What follows belongs to an exercise in optimizing a design on an open flow for a short achievable clock period and few clock cycles; a production flow would make more cautious choices. In this exercise RTL edits were held to simulation tests only and were not proved equivalent to the original. No activity file was given, so power comes from the tool's default toggle rates.

==> v5 <==
Design beebc_core, start of the top module:
module beebc_core (
    input  wire       clk,
    input  wire       rst,         
    output wire [3:0] mem_addr,
    input  wire [7:0] mem_rdata,
    output wire [7:0] mem_wdata,
    output wire       mem_we,
    output wire [7:0] out,
    output wire       out_strobe,
    output wire       halted
);
==> flow/config.mk <==
export PLATFORM = sky130hd
export DESIGN_NAME = beebc_core
export DESIGN_NICKNAME = beebc_core
export VERILOG_FILES = /design/flow/design.v
export SDC_FILE = /design/flow/constraint.sdc
export NUM_CORES = 4
export LEC_CHECK = 0
export CAP_MARGIN = 20
export CORE_MARGIN = 2
export CORE_UTILIZATION = 50
export SETUP_SLACK_MARGIN = 2.4
export SLEW_MARGIN = 20
export TNS_END_PERCENT = 100
==> flow/constraint.sdc <==
create_clock -name core_clock -period 5.0 [get_ports {clk}]
set_input_delay 1.0000 -clock core_clock [delete_from_list [all_inputs] [get_ports {clk}]]
set_output_delay 1.0000 -clock core_clock [all_outputs]
set_load 0.01 [all_outputs]
run.sh (not shown) runs the stock make flow with config.mk's settings and CLKGATE_MAP_FILE= SYNTH_SCRIPT=/design/flow/synth_recipe.tcl, a recipe that flattens the netlist after the stock synthesis.
==> v14 (differences from v5) <==
--- a/flow/design.v
+++ b/flow/design.v
@@ -97,20 +97,24 @@
     wire x_flags = x_exec & x_alu;          
     wire [7:0] sum, dif;
     wire       s_co, d_co;
     beebc_add8 u_add (.x(a), .y(bop),  .ci(1'b0), .s(sum), .co(s_co));
     beebc_add8 u_sub (.x(a), .y(~bop), .ci(1'b1), .s(dif), .co(d_co));
     wire       ovf   = x_sub ? ~d_co : s_co;    
     wire [7:0] r     = x_sub ? dif : sum;
     wire       z_new = x_sub ? (a == bop) : ((a == 8'h00) & (bop == 8'h00));
-    wire [7:0] alu_next = ovf ? alu : r;
-    wire [7:0] a_ld  = (x_exec & x_lda) ? bop : ((x_exec & x_ldi) ? {4'h0, xn} : a);
-    wire [7:0] a_nr  = x_flags ? r : a_ld;
-    wire [7:0] a_nx  = (x_flags & ovf) ? alu : a_nr;
+    wire       fa    = ~rst & x_flags & ~x_sub;
+    wire       fs    = ~rst & x_flags & x_sub;
+    wire [7:0] m_add = s_co ? alu : sum;
+    wire [7:0] m_sub = d_co ? dif : alu;
+    wire [7:0] a_ld  = rst ? 8'h00 : ((x_exec & x_lda) ? bop : ((x_exec & x_ldi) ? {4'h0, xn} : a));
+    wire [7:0] a_nx  = fa ? m_add : (fs ? m_sub : a_ld);
+    wire [7:0] alu_nx = fa ? m_add : (fs ? m_sub : (rst ? 8'h00 : alu));
+    wire       cf_nx = fa ? s_co : (fs ? ~d_co : (~rst & cf));
     wire  [3:0] jn     = fir[3:0];
     wire        jv     = fv & ~pend;
     wire f_lda, f_alu, f_sub, f_sta, f_ldi, f_jmp, f_jc, f_jz, f_out, f_hlt;
     beebc_decoder u_dj (
         .opcode (fir[7:4]),
         .is_lda (f_lda), .is_alu (f_alu), .is_sub (f_sub), .is_sta (f_sta),
         .is_ldi (f_ldi), .is_jmp (f_jmp), .is_jc  (f_jc),  .is_jz  (f_jz),
         .is_out (f_out), .is_hlt (f_hlt)
@@ -138,33 +142,16 @@
     wire        pv      = psel ? (fv | pr_a) : (fbv | pr_b);
     wire  [7:0] pir     = psel ? (fv ? fir : mem_rdata) : (fbv ? firb : mem_rdata);
     wire [15:0] p_oh    = psel ? (fv ? f_oh : rd_oh) : (fbv ? fb_oh : rd_oh);
     wire  [3:0] ppc     = psel ? fpc  : fpcb;
     wire  [3:0] ppc1    = psel ? fpc1 : fpcb1;
     wire  [3:0] ppc2    = psel ? fpc2 : fpcb2;
     wire [15:0] ppc1_oh = psel ? fpc1_oh : fpcb1_oh;
     wire        f_fill  = ~fv & p_fill & ~pend;
-    wire b_lda, b_alu, b_sub, b_sta, b_ldi, b_jmp, b_jc, b_jz, b_out, b_hlt;
-    beebc_decoder u_db (
-        .opcode (mem_rdata[7:4]),
-        .is_lda (b_lda), .is_alu (b_alu), .is_sub (b_sub), .is_sta (b_sta),
-        .is_ldi (b_ldi), .is_jmp (b_jmp), .is_jc  (b_jc),  .is_jz  (b_jz),
-        .is_out (b_out), .is_hlt (b_hlt)
-    );
-    wire        byp    = advance & f_fill;
-    wire  [3:0] b_n    = mem_rdata[3:0];
-    wire        b_self = (b_n == fpc);              
-    wire        b_bv   = mv[b_n] | b_self;
-    wire  [7:0] b_op   = sel8(rd_oh & mv) | (mem_rdata & {8{b_self}});
-    wire        b_ld   = b_lda | b_alu;
-    wire        b_pend = x_flags & (b_jc | b_jz);
-    wire        b_use  = b_jmp | (x_flags ? (b_jc | b_jz) : ((b_jc & cf) | (b_jz & zf)));
-    wire  [3:0] b_fpc  = b_use ? b_n : fpc1;
-    wire        b_fv   = ~b_use & m2_v & ~(b_sta & (b_n == fpc1));
     wire halt_nx = halted_r | halted_o | (x_exec & x_hlt);
     wire outv_nx = x_exec & x_out;
     wire       jd_sta  = f_sta & ~halt_nx;
     wire       f_ld    = f_lda | f_alu;
     wire [3:0] jn1     = jn + 4'd1;
     wire [15:0] fpc2_oh = rotl(fpc1_oh);
     wire [15:0] jn1_oh  = rotl(f_oh);
     wire       hd_sta  = xv & x_sta & ~halt_nx;
@@ -198,45 +185,34 @@
                         fill_c = ~ok1;
                     end else begin
                         pa_c   = ok2 ? fpc2 : fpc1;
                         fill_c = ~ok2;
                     end
                 end else if (s_pick) begin
                     pa_c   = pv ? ppc1 : ppc;
                     fill_c = ~pv;
-                end else if (byp) begin
-                    if (b_sta | (b_ld & ~b_bv))
-                        pa_c = b_n;
-                    else if (b_pend)
-                        pa_c = fpc1;
-                    else if (b_fv)
-                        pa_c = fpc2;
-                    else begin
-                        pa_c   = b_fpc;
-                        fill_c = 1'b1;
-                    end
                 end else if (s_hold)
                     pa_c = xn;
                 else if (s_fill) begin
                     pa_c   = fpc;
                     fill_c = 1'b1;
                 end else
                     pa_c = pf_h;
             end
             assign c_pa[gi]   = pa_c;
             assign c_fill[gi] = fill_c;
-            assign c_opnd[gi] = s_step ? opnd : (byp ? (b_ld & ~b_bv) : (s_hold & hd_opnd));
+            assign c_opnd[gi] = s_step ? opnd : (s_hold & hd_opnd);
         end
     endgenerate
     wire [1:0] okc     = {m2okf, m1ok};
     wire [3:0] pa_nx   = c_pa[okc];
     wire       fill_nx = c_fill[okc];
     wire       opnd_nx = c_opnd[okc];
-    wire       pwe_nx  = s_step ? jd_sta : (byp ? (b_sta & ~halt_nx) : (s_hold & hd_sta));
+    wire       pwe_nx  = s_step ? jd_sta : (s_hold & hd_sta);
     wire       jd_opnd = f_ld & ~m1ok;
     wire m1_hlt  = m1ok & (m1[7:4] == 4'hf);
     wire m2_hlt  = m2okf & (m2[7:4] == 4'hf);
     wire fa_hlt  = ~j_pend & (j_taken ? m1_hlt : m2_hlt);
     wire early_a = jv & ~((f_lda | f_alu) & ~m1ok) & ~f_sta & ~f_out & fa_hlt;
     wire fh_hlt  = ~pend & fv & f_hlt;
     wire early_h = xv & ~((x_lda | x_alu) & ~bv & ~p_opnd) & ~x_sta & ~x_out & fh_hlt;
     always @(posedge clk) begin
@@ -251,35 +227,31 @@
             mv[pa] <= 1'b1;
         end
     end
     wire        use_a   = j_taken | j_pend;      
     wire  [7:0] fir_nx  = use_a ? m1 : m2;
     wire [15:0] f_oh_nx = use_a ? m1_oh : m2_oh;
     reg   [7:0] fload;
     always @(*) begin
-        if (byp)                fload = m2;
-        else if (advance & jv)  fload = fir_nx;
+        if (advance & jv)       fload = fir_nx;
         else if (advance & pend) fload = pir;
         else                     fload = mem_rdata;
     end
     wire f_load = (advance & (jv | pend)) | f_fill;
     always @(posedge clk) begin
         if (rst) begin
             xv       <= 1'b0;
             fv       <= 1'b0;
             pend     <= 1'b0;
             fpc      <= 4'h0;
             fpc1     <= 4'h1;
             fpc2     <= 4'h2;
             fpc1_oh  <= 16'h0002;
-            a        <= 8'h00;
-            alu      <= 8'h00;
             out_r    <= 8'h00;
-            cf       <= 1'b0;
             zf       <= 1'b0;
             halted_r <= 1'b0;
             halted_o <= 1'b0;
             out_valid <= 1'b0;
             pa       <= 4'h0;
             pwe      <= 1'b0;
             p_opnd   <= 1'b0;
             p_fill   <= 1'b1;
@@ -288,51 +260,27 @@
             begin
                 pa     <= pa_nx;
                 pwe    <= pwe_nx;
                 p_opnd <= opnd_nx;
                 p_fill <= fill_nx;
                 if (f_load) begin
                     fir   <= fload;
                 end
-                if (byp) begin
-                    xir   <= mem_rdata;
-                    xv    <= 1'b1;
-                    x_lda <= b_lda;
-                    x_alu <= b_alu;
-                    x_sub <= b_sub;
-                    x_sta <= b_sta;
-                    x_ldi <= b_ldi;
-                    x_out <= b_out;
-                    x_hlt <= b_hlt;
-                    bv    <= b_bv;
-                    fv    <= b_fv;
-                    f_oh  <= m2_oh;
-                    fbv   <= 1'b0;
-                    pend  <= b_pend;
-                    pkind <= b_jz;
-                    fpc     <= b_fpc;
-                    fpc1    <= b_use ? b_n + 4'd1 : fpc2;
-                    fpc2    <= b_use ? b_n + 4'd2 : fpc2 + 4'd1;
-                    fpc1_oh <= b_use ? rotl(rd_oh) : fpc2_oh;
-                    fpcb     <= fpc1;
-                    fpcb1    <= fpc2;
-                    fpcb2    <= fpc2 + 4'd1;
-                    fpcb1_oh <= fpc2_oh;
-                    halted_o <= halt_nx | (b_hlt & ~outv_nx);
-                end else if (advance) begin
+                if (advance) begin
                     xir   <= fir;
                     xv    <= jv;
                     x_lda <= f_lda;
                     x_alu <= f_alu;
                     x_sub <= f_sub;
                     x_sta <= f_sta;
                     x_ldi <= f_ldi;
                     x_out <= f_out;
                     x_hlt <= f_hlt;
+                    bop   <= m1;
                     bv    <= m1ok;
                     if (jv) begin
                         f_oh <= f_oh_nx;
                         fv   <= use_a ? m1ok : m2okf;
                         pend <= j_pend;
                         pkind <= f_jz;
                         if (use_a) begin
                             fpc     <= jn;
@@ -355,43 +303,47 @@
                     end else if (pend) begin
                         f_oh    <= p_oh;
                         fv      <= pv;
                         pend    <= 1'b0;
                         fpc     <= ppc;
                         fpc1    <= ppc1;
                         fpc2    <= ppc2;
                         fpc1_oh <= ppc1_oh;
+                    end else if (f_fill) begin
+                        f_oh <= rd_oh;
+                        fv   <= 1'b1;
                     end
                     halted_o <= halt_nx | (((jv & f_hlt) | early_a) & ~outv_nx);
                 end else begin
                     if (p_opnd) begin
+                        bop <= mem_rdata;
                         bv  <= 1'b1;
                     end
                     if (f_fill) begin
                         f_oh <= rd_oh;
                         fv   <= 1'b1;
                     end
                     halted_o <= halt_nx | (((xv & x_hlt) | early_h) & ~outv_nx);
                 end
             end
-            a <= a_nx;
-            bop <= byp ? b_op : (advance ? m1 : mem_rdata);
-            if (x_flags) begin
-                alu <= alu_next;
-                cf  <= ovf;
+            if (x_flags)
                 zf  <= z_new;
-            end
             if (x_exec) begin
                 if (x_out) out_r <= a;
                 if (x_hlt) halted_r <= 1'b1;
             end
             if (halted_o) halted_r <= 1'b1;
         end
     end
+    always @(posedge clk) begin
+        a   <= a_nx;
+        alu <= alu_nx;
+        cf  <= cf_nx;
+    end
     assign mem_addr   = pa;
     assign mem_wdata  = a;
     assign mem_we     = pwe;
     assign out        = out_r;
     assign out_strobe = out_valid;
     assign halted     = halted_o;
 endmodule
 module beebc_add8 (
- ABC_CLOCK_PERIOD_IN_PS: not set -> 2000
- CORE_UTILIZATION: 50 -> 40
- SETUP_SLACK_MARGIN: 2.4 -> 3.0
- TNS_END_PERCENT: 100 -> not set
==> v15 (differences from v5) <==
--- a/flow/design.v
+++ b/flow/design.v
@@ -148,17 +148,17 @@
         .opcode (mem_rdata[7:4]),
         .is_lda (b_lda), .is_alu (b_alu), .is_sub (b_sub), .is_sta (b_sta),
         .is_ldi (b_ldi), .is_jmp (b_jmp), .is_jc  (b_jc),  .is_jz  (b_jz),
         .is_out (b_out), .is_hlt (b_hlt)
     );
     wire        byp    = advance & f_fill;
     wire  [3:0] b_n    = mem_rdata[3:0];
     wire        b_self = (b_n == fpc);              
-    wire        b_bv   = mv[b_n] | b_self;
+    wire        b_bv   = |(mv & rd_oh) | b_self;
     wire  [7:0] b_op   = sel8(rd_oh & mv) | (mem_rdata & {8{b_self}});
     wire        b_ld   = b_lda | b_alu;
     wire        b_pend = x_flags & (b_jc | b_jz);
     wire        b_use  = b_jmp | (x_flags ? (b_jc | b_jz) : ((b_jc & cf) | (b_jz & zf)));
     wire  [3:0] b_fpc  = b_use ? b_n : fpc1;
     wire        b_fv   = ~b_use & m2_v & ~(b_sta & (b_n == fpc1));
     wire halt_nx = halted_r | halted_o | (x_exec & x_hlt);
     wire outv_nx = x_exec & x_out;
- CORE_UTILIZATION: 50 -> 60
==> summary of the runs <==
Against v14, the clock power of v15 is smaller by about 6%. Between v14 and v5, the lower utilization is in v14 (gap 7.2 points). Between v15 and v14, the lower via count is in v14 (gap 31%, measured against v14). Of v15 and v14, v14 has the higher setup slack (gap 0.17 ns). In sequential cell count, v5 and v15 do not differ. Critical path depth, highest first: v14, v5, v15.
==> figures <==
|  | v5 | v14 | v15 |
|---|---|---|---|
| Outcome | timing/DRC/antenna clean | timing/DRC/antenna clean | timing/DRC/antenna clean |
| Pin count of the biggest net entering global routing | 47 | 55 | 69 |
| Placed Cells incl. Taps | 2,440 | 2,001 | 2,261 |
| Non-clock buffer total of the final layout | 281 | 324 | 230 |
| Worst-skew pair later-pin latency | 0.58 ns | 0.58 ns | 0.53 ns |
| Relative contribution of combinational cells to total power | 55.5% | 51.9% | 51.6% |
| P_sw | 0.00730 W | 0.00567 W | 0.00694 W |
| Number of diodes added for antenna fixing | 1 | 0 | 0 |
| Most used cell along the critical path | - | sky130_fd_sc_hd__inv_2 | sky130_fd_sc_hd__buf_6 |
| Mean cell area of the mapped netlist | 9.36 µm² | 10.6 µm² | 9.40 µm² |
| Final worst slack | 2.16 ns | 2.27 ns | 2.10 ns |
| Total clock network power | 0.00263 W | 0.00283 W | 0.00265 W |
| R2R Setup Slk | 2.16 ns | 2.27 ns | 2.10 ns |
Testbench counts of v5, summed over its fixed seeds: cycles 26,560.
Testbench counts of v14, summed over its fixed seeds: cycles 27,888.
Testbench counts of v15, summed over its fixed seeds: cycles 26,560.

* * *

==> inputs of job 5706 <==
beebc_core, a different RTL version from the one above (not shown whole).
Settings: LEC_CHECK=0, CAP_MARGIN=20, CORE_MARGIN=2, CORE_UTILIZATION=50, SETUP_SLACK_MARGIN=2.4, SLEW_MARGIN=20, TNS_END_PERCENT=100; clock period 5.0 ns.
==> job 7250 (differences from job 5706) <==
--- a/flow/design.v
+++ b/flow/design.v
@@ -35,33 +35,33 @@
 );
     reg  [7:0] xir;
     reg        xv;          
     reg  [7:0] bop;         
     reg        bv;          
     reg x_lda, x_alu, x_sub, x_sta, x_ldi, x_out, x_hlt;    
     reg  [7:0] fir;
     reg [15:0] f_oh;        
-    reg [15:0] f_ohn;       
     reg        fv;          
     reg  [3:0] fpc;
     reg  [3:0] fpc1;        
     reg  [3:0] fpc2;        
     reg [15:0] fpc1_oh;     
-    reg [15:0] fpc1_ohn;    
     reg        pend;        
     reg        pkind;       
     reg  [7:0] firb;
     reg [15:0] fb_oh;
     reg        fbv;
     reg  [3:0] fpcb;
     reg  [3:0] fpcb1;
     reg  [3:0] fpcb2;
     reg [15:0] fpcb1_oh;
-    reg  [7:0] a;
+    reg  [7:0] a_reg;
+    reg        a_is_alu;
+    wire [7:0] a;
     reg  [7:0] alu;
     reg  [7:0] out_r;
     reg        cf;
     reg        zf;
     reg        halted_r;    
     reg        halted_o;    
     reg        out_valid;   
     reg  [7:0] mc [0:15];
@@ -99,85 +99,65 @@
     wire x_flags = x_exec & x_alu;          
     wire [7:0] sum, dif;
     wire       s_co, d_co;
     beebc_add8 u_add (.x(a), .y(bop),  .ci(1'b0), .s(sum), .co(s_co));
     beebc_add8 u_sub (.x(a), .y(~bop), .ci(1'b1), .s(dif), .co(d_co));
     wire       ovf   = x_sub ? ~d_co : s_co;    
     wire [7:0] r     = x_sub ? dif : sum;
     wire       z_new = x_sub ? (a == bop) : ((a == 8'h00) & (bop == 8'h00));
-    wire [7:0] alu_next = ovf ? alu : r;
-    wire [7:0] a_ld  = (x_exec & x_lda) ? bop : ((x_exec & x_ldi) ? {4'h0, xn} : a);
-    wire [7:0] a_nr  = x_flags ? r : a_ld;
-    wire [7:0] a_nx  = (x_flags & ovf) ? alu : a_nr;
+    assign a = a_is_alu ? alu : a_reg;
     wire  [3:0] jn     = fir[3:0];
     wire        jv     = fv & ~pend;
     wire f_lda, f_alu, f_sub, f_sta, f_ldi, f_jmp, f_jc, f_jz, f_out, f_hlt;
     beebc_decoder u_dj (
         .opcode (fir[7:4]),
         .is_lda (f_lda), .is_alu (f_alu), .is_sub (f_sub), .is_sta (f_sta),
         .is_ldi (f_ldi), .is_jmp (f_jmp), .is_jc  (f_jc),  .is_jz  (f_jz),
         .is_out (f_out), .is_hlt (f_hlt)
     );
     wire j_pend  = x_flags & (f_jc | f_jz);
     wire j_taken = f_jmp | (~x_flags & ((f_jc & cf) | (f_jz & zf)));
     wire [15:0] rd_oh = dec16(mem_rdata[3:0]);
     wire        m1_w  = pwe & (xn == jn);
     wire        m1_r  = rd  & (pa == jn);
-    wire        m1_v  = |(mv & ~f_ohn);
+    wire        m1_v  = |(mv & f_oh);
     wire  [7:0] m1    = sel8(f_oh & mv) | (mem_rdata & {8{m1_r}});
     wire [15:0] m1_oh = dec16(m1[3:0]);
     wire        m1ok  = ~m1_w & (m1_v | m1_r);
     wire        m2_w  = pwe & (xn == fpc1);
     wire        m2_r  = rd  & (pa == fpc1);
-    wire        m2_v  = |(mv & ~fpc1_ohn);
+    wire        m2_v  = |(mv & fpc1_oh);
     wire  [7:0] m2    = sel8(fpc1_oh & mv) | (mem_rdata & {8{m2_r}});
     wire [15:0] m2_oh = dec16(m2[3:0]);
     wire        m2ok  = ~m2_w & (m2_v | m2_r);
     wire        j_self = f_sta & |(f_oh & fpc1_oh);
     wire        m2okf  = m2ok & ~j_self;
     wire        psel    = pkind ? zf : cf;
     wire        pr_b    = rd & (pa == fpcb);    
     wire        pr_a    = rd & (pa == fpc);     
     wire        pv      = psel ? (fv | pr_a) : (fbv | pr_b);
     wire  [7:0] pir     = psel ? (fv ? fir : mem_rdata) : (fbv ? firb : mem_rdata);
     wire [15:0] p_oh    = psel ? (fv ? f_oh : rd_oh) : (fbv ? fb_oh : rd_oh);
     wire  [3:0] ppc     = psel ? fpc  : fpcb;
     wire  [3:0] ppc1    = psel ? fpc1 : fpcb1;
     wire  [3:0] ppc2    = psel ? fpc2 : fpcb2;
     wire [15:0] ppc1_oh = psel ? fpc1_oh : fpcb1_oh;
     wire        f_fill  = ~fv & p_fill & ~pend;
-    wire b_lda, b_alu, b_sub, b_sta, b_ldi, b_jmp, b_jc, b_jz, b_out, b_hlt;
-    beebc_decoder u_db (
-        .opcode (mem_rdata[7:4]),
-        .is_lda (b_lda), .is_alu (b_alu), .is_sub (b_sub), .is_sta (b_sta),
-        .is_ldi (b_ldi), .is_jmp (b_jmp), .is_jc  (b_jc),  .is_jz  (b_jz),
-        .is_out (b_out), .is_hlt (b_hlt)
-    );
-    wire        byp    = advance & f_fill;
-    wire  [3:0] b_n    = mem_rdata[3:0];
-    wire        b_self = (b_n == fpc);              
-    wire        b_bv   = |(mv & rd_oh) | b_self;
-    wire  [7:0] b_op   = sel8(rd_oh & mv) | (mem_rdata & {8{b_self}});
-    wire        b_ld   = b_lda | b_alu;
-    wire        b_pend = x_flags & (b_jc | b_jz);
-    wire        b_use  = b_jmp | (x_flags ? (b_jc | b_jz) : ((b_jc & cf) | (b_jz & zf)));
-    wire  [3:0] b_fpc  = b_use ? b_n : fpc1;
-    wire        b_fv   = ~b_use & m2_v & ~(b_sta & (b_n == fpc1));
     wire halt_nx = halted_r | halted_o | (x_exec & x_hlt);
     wire outv_nx = x_exec & x_out;
     wire       jd_sta  = f_sta & ~halt_nx;
     wire       f_ld    = f_lda | f_alu;
     wire [3:0] jn1     = jn + 4'd1;
     wire [15:0] fpc2_oh = rotl(fpc1_oh);
     wire [15:0] jn1_oh  = rotl(f_oh);
     wire       hd_sta  = xv & x_sta & ~halt_nx;
     wire       hd_opnd = xv & (x_lda | x_alu) & ~bv & ~p_opnd;
     wire       fv_h    = fv | f_fill;
-    wire [3:0] pf_h    = m2_v ? fpc2 : fpc1;
+    wire [3:0] pf_h    = |(mv & fpc1_oh) ? fpc2 : fpc1;
     wire       s_step  = advance & jv;
     wire       s_pick  = advance & pend;
     wire       s_hold  = ~advance & (hd_sta | hd_opnd);
     wire       s_fill  = ~fv_h;
     wire [3:0] c_pa   [0:3];
     wire       c_opnd [0:3];
     wire       c_fill [0:3];
     genvar gi;
@@ -200,45 +180,34 @@
                         fill_c = ~ok1;
                     end else begin
                         pa_c   = ok2 ? fpc2 : fpc1;
                         fill_c = ~ok2;
                     end
                 end else if (s_pick) begin
                     pa_c   = pv ? ppc1 : ppc;
                     fill_c = ~pv;
-                end else if (byp) begin
-                    if (b_sta | (b_ld & ~b_bv))
-                        pa_c = b_n;
-                    else if (b_pend)
-                        pa_c = fpc1;
-                    else if (b_fv)
-                        pa_c = fpc2;
-                    else begin
-                        pa_c   = b_fpc;
-                        fill_c = 1'b1;
-                    end
                 end else if (s_hold)
                     pa_c = xn;
                 else if (s_fill) begin
                     pa_c   = fpc;
                     fill_c = 1'b1;
                 end else
                     pa_c = pf_h;
             end
             assign c_pa[gi]   = pa_c;
             assign c_fill[gi] = fill_c;
-            assign c_opnd[gi] = s_step ? opnd : (byp ? (b_ld & ~b_bv) : (s_hold & hd_opnd));
+            assign c_opnd[gi] = s_step ? opnd : (s_hold & hd_opnd);
         end
     endgenerate
     wire [1:0] okc     = {m2okf, m1ok};
     wire [3:0] pa_nx   = c_pa[okc];
     wire       fill_nx = c_fill[okc];
     wire       opnd_nx = c_opnd[okc];
-    wire       pwe_nx  = s_step ? jd_sta : (byp ? (b_sta & ~halt_nx) : (s_hold & hd_sta));
+    wire       pwe_nx  = s_step ? jd_sta : (s_hold & hd_sta);
     wire       jd_opnd = f_ld & ~m1ok;
     wire m1_hlt  = m1ok & (m1[7:4] == 4'hf);
     wire m2_hlt  = m2okf & (m2[7:4] == 4'hf);
     wire fa_hlt  = ~j_pend & (j_taken ? m1_hlt : m2_hlt);
     wire early_a = jv & ~((f_lda | f_alu) & ~m1ok) & ~f_sta & ~f_out & fa_hlt;
     wire fh_hlt  = ~pend & fv & f_hlt;
     wire early_h = xv & ~((x_lda | x_alu) & ~bv & ~p_opnd) & ~x_sta & ~x_out & fh_hlt;
     always @(posedge clk) begin
@@ -253,148 +222,121 @@
             mv[pa] <= 1'b1;
         end
     end
     wire        use_a   = j_taken | j_pend;      
     wire  [7:0] fir_nx  = use_a ? m1 : m2;
     wire [15:0] f_oh_nx = use_a ? m1_oh : m2_oh;
     reg   [7:0] fload;
     always @(*) begin
-        if (byp)                fload = m2;
-        else if (advance & jv)  fload = fir_nx;
+        if (advance & jv)       fload = fir_nx;
         else if (advance & pend) fload = pir;
         else                     fload = mem_rdata;
     end
     wire f_load = (advance & (jv | pend)) | f_fill;
     always @(posedge clk) begin
         if (rst) begin
             xv       <= 1'b0;
             fv       <= 1'b0;
             pend     <= 1'b0;
             fpc      <= 4'h0;
             fpc1     <= 4'h1;
             fpc2     <= 4'h2;
-            fpc1_oh <= 16'h0002;
-            fpc1_ohn <= ~(16'h0002);
-            a        <= 8'h00;
+            fpc1_oh  <= 16'h0002;
+            a_reg    <= 8'h00;
+            a_is_alu <= 1'b0;
             alu      <= 8'h00;
             out_r    <= 8'h00;
             cf       <= 1'b0;
             zf       <= 1'b0;
             halted_r <= 1'b0;
             halted_o <= 1'b0;
             out_valid <= 1'b0;
             pa       <= 4'h0;
             pwe      <= 1'b0;
             p_opnd   <= 1'b0;
             p_fill   <= 1'b1;
         end else begin
             out_valid <= outv_nx;
-            begin
+            if (run) begin
                 pa     <= pa_nx;
                 pwe    <= pwe_nx;
                 p_opnd <= opnd_nx;
                 p_fill <= fill_nx;
                 if (f_load) begin
                     fir   <= fload;
                 end
-                if (byp) begin
-                    xir   <= mem_rdata;
-                    xv    <= 1'b1;
-                    x_lda <= b_lda;
-                    x_alu <= b_alu;
-                    x_sub <= b_sub;
-                    x_sta <= b_sta;
-                    x_ldi <= b_ldi;
-                    x_out <= b_out;
-                    x_hlt <= b_hlt;
-                    bv    <= b_bv;
-                    fv    <= b_fv;
-                    f_oh <= m2_oh;
-                    f_ohn <= ~(m2_oh);
-                    fbv   <= 1'b0;
-                    pend  <= b_pend;
-                    pkind <= b_jz;
-                    fpc     <= b_fpc;
-                    fpc1    <= b_use ? b_n + 4'd1 : fpc2;
-                    fpc2    <= b_use ? b_n + 4'd2 : fpc2 + 4'd1;
-                    fpc1_oh <= b_use ? rotl(rd_oh) : fpc2_oh;
-                    fpc1_ohn <= ~(b_use ? rotl(rd_oh) : fpc2_oh);
-                    fpcb     <= fpc1;
-                    fpcb1    <= fpc2;
-                    fpcb2    <= fpc2 + 4'd1;
-                    fpcb1_oh <= fpc2_oh;
-                    halted_o <= halt_nx | (b_hlt & ~outv_nx);
-                end else if (advance) begin
+                if (advance) begin
                     xir   <= fir;
                     xv    <= jv;
                     x_lda <= f_lda;
                     x_alu <= f_alu;
                     x_sub <= f_sub;
                     x_sta <= f_sta;
                     x_ldi <= f_ldi;
                     x_out <= f_out;
                     x_hlt <= f_hlt;
+                    bop   <= m1;
                     bv    <= m1ok;
                     if (jv) begin
                         f_oh <= f_oh_nx;
-                        f_ohn <= ~(f_oh_nx);
                         fv   <= use_a ? m1ok : m2okf;
                         pend <= j_pend;
                         pkind <= f_jz;
                         if (use_a) begin
                             fpc     <= jn;
                             fpc1    <= jn1;
                             fpc2    <= jn + 4'd2;
                             fpc1_oh <= jn1_oh;
-                            fpc1_ohn <= ~(jn1_oh);
                         end else begin
                             fpc     <= fpc1;
                             fpc1    <= fpc2;
                             fpc2    <= fpc2 + 4'd1;
                             fpc1_oh <= fpc2_oh;
-                            fpc1_ohn <= ~(fpc2_oh);
                         end
                         firb     <= m2;
                         fb_oh    <= m2_oh;
                         fbv      <= m2okf;
                         fpcb     <= fpc1;
                         fpcb1    <= fpc2;
                         fpcb2    <= fpc2 + 4'd1;
                         fpcb1_oh <= fpc2_oh;
                     end else if (pend) begin
-                        f_oh <= p_oh;
-                        f_ohn <= ~(p_oh);
+                        f_oh    <= p_oh;
                         fv      <= pv;
                         pend    <= 1'b0;
                         fpc     <= ppc;
                         fpc1    <= ppc1;
                         fpc2    <= ppc2;
                         fpc1_oh <= ppc1_oh;
-                        fpc1_ohn <= ~(ppc1_oh);
+                    end else if (f_fill) begin
+                        f_oh <= rd_oh;
+                        fv   <= 1'b1;
                     end
                     halted_o <= halt_nx | (((jv & f_hlt) | early_a) & ~outv_nx);
                 end else begin
                     if (p_opnd) begin
+                        bop <= mem_rdata;
                         bv  <= 1'b1;
                     end
                     if (f_fill) begin
                         f_oh <= rd_oh;
-                        f_ohn <= ~(rd_oh);
                         fv   <= 1'b1;
                     end
                     halted_o <= halt_nx | (((xv & x_hlt) | early_h) & ~outv_nx);
                 end
             end
-            a <= a_nx;
-            bop <= byp ? b_op : (advance ? m1 : mem_rdata);
             if (x_flags) begin
-                alu <= alu_next;
+                a_is_alu <= 1'b1;
+                if (~ovf) alu <= r;
                 cf  <= ovf;
                 zf  <= z_new;
+            end else if (x_exec & (x_lda | x_ldi)) begin
+                a_is_alu <= 1'b0;
+                a_reg    <= x_lda ? bop : {4'h0, xn};
             end
             if (x_exec) begin
                 if (x_out) out_r <= a;
                 if (x_hlt) halted_r <= 1'b1;
             end
             if (halted_o) halted_r <= 1'b1;
         end
     end
==> flow/config.mk (replaced) <==
export PLATFORM = sky130hd
export DESIGN_NAME = beebc_core
export DESIGN_NICKNAME = beebc_core
export VERILOG_FILES = /design/flow/design.v
export SDC_FILE = /design/flow/constraint.sdc
export NUM_CORES = 4
export LEC_CHECK = 0
export ABC_CLOCK_PERIOD_IN_PS = 2000
export CAP_MARGIN = 20
export CORE_MARGIN = 2
export CORE_UTILIZATION = 40
export SETUP_SLACK_MARGIN = 3.0
export SLEW_MARGIN = 20
==> comparison table <==
| item | job 5706 | job 7250 |
|---|---|---|
| Initial antenna violation count | 2 | 1 |
| Register bit total from synthesis | 341 | 310 |
| Met3 Resource Use GR | 0.1133 | 0.07938 |
| Final Net Count | 2390 | 1899 |
| Met1 track demand over resource | 0.5576 | 0.4043 |
| Outcome | finished clean | finished clean |
| Kind of critical path | in -> reg | reg -> reg |
| Data arrival time of the critical path | 3.36 ns | 3.27 ns |
| Logic depth of the worst setup path including buffers | 11 | 9 |
| Number of non-clock buffers in the layout | 278 | 348 |
| Resize count post-CTS | 284 | 399 |
| Endpoint, Worst Hold | out_r[4]$_SDFFE_PP0P_ | out_r[7]$_SDFFE_PP0P_ |
| Max layer used | met5 | met4 |
| Cell with the most instances after synthesis | sky130_fd_sc_hd__nand2_1 | sky130_fd_sc_hd__nor2_1 |
Testbench counts of job 5706, summed over its fixed seeds: cycles 26,560.
Testbench counts of job 7250, summed over its fixed seeds: cycles 27,888.

## port drivers added, routing unchanged
The results above use ideal ports. As a check the final layouts listed here were re-extracted and re-timed, cells and wires unchanged.
Step 1 (the two cells are an assumption about what drives the block):
set clk [get_ports {clk}]
set_driving_cell -lib_cell sky130_fd_sc_hd__clkbuf_16 $clk
set_driving_cell -lib_cell sky130_fd_sc_hd__buf_2 [delete_from_list [all_inputs] $clk]
Step 2 moves the port delays by t, midway between the first and last clock arrival at a register: inputs arrive t later, outputs are due t later. That takes back most of the time a late clock gives input paths.
Slacks: ideal ports / drivers / drivers and shift; pairs: ideal ports / drivers.
run | shift t [ns] | slack for setup (ns) | worst hold slack (ns) | worst slew at a driven data input, ns
v5 | 0.628 | 2.163 / 2.163 / 1.585 | 0.451 / 0.451 / 0.451 | 0.09
v14 | 0.612 | 2.269 / 2.269 / 1.771 | 0.478 / 0.478 / 0.478 | 0.04
v15 | 0.577 | 2.104 / 2.104 / 1.556 | 0.457 / 0.457 / 0.457 | 0.06
job 5706 | 0.627 | 2.121 / 2.137 / 1.510 | 0.451 / 0.451 / 0.451 | 0.09
job 7250 | 0.580 | 2.188 / 2.135 / 1.962 | 0.495 / 0.495 / 0.495 | 0.03
After both steps setup and hold are still met in every run listed. For job 5706, which loses most, drivers alone change the setup slack by +0.016 ns; drivers and shift together by -0.611 ns.
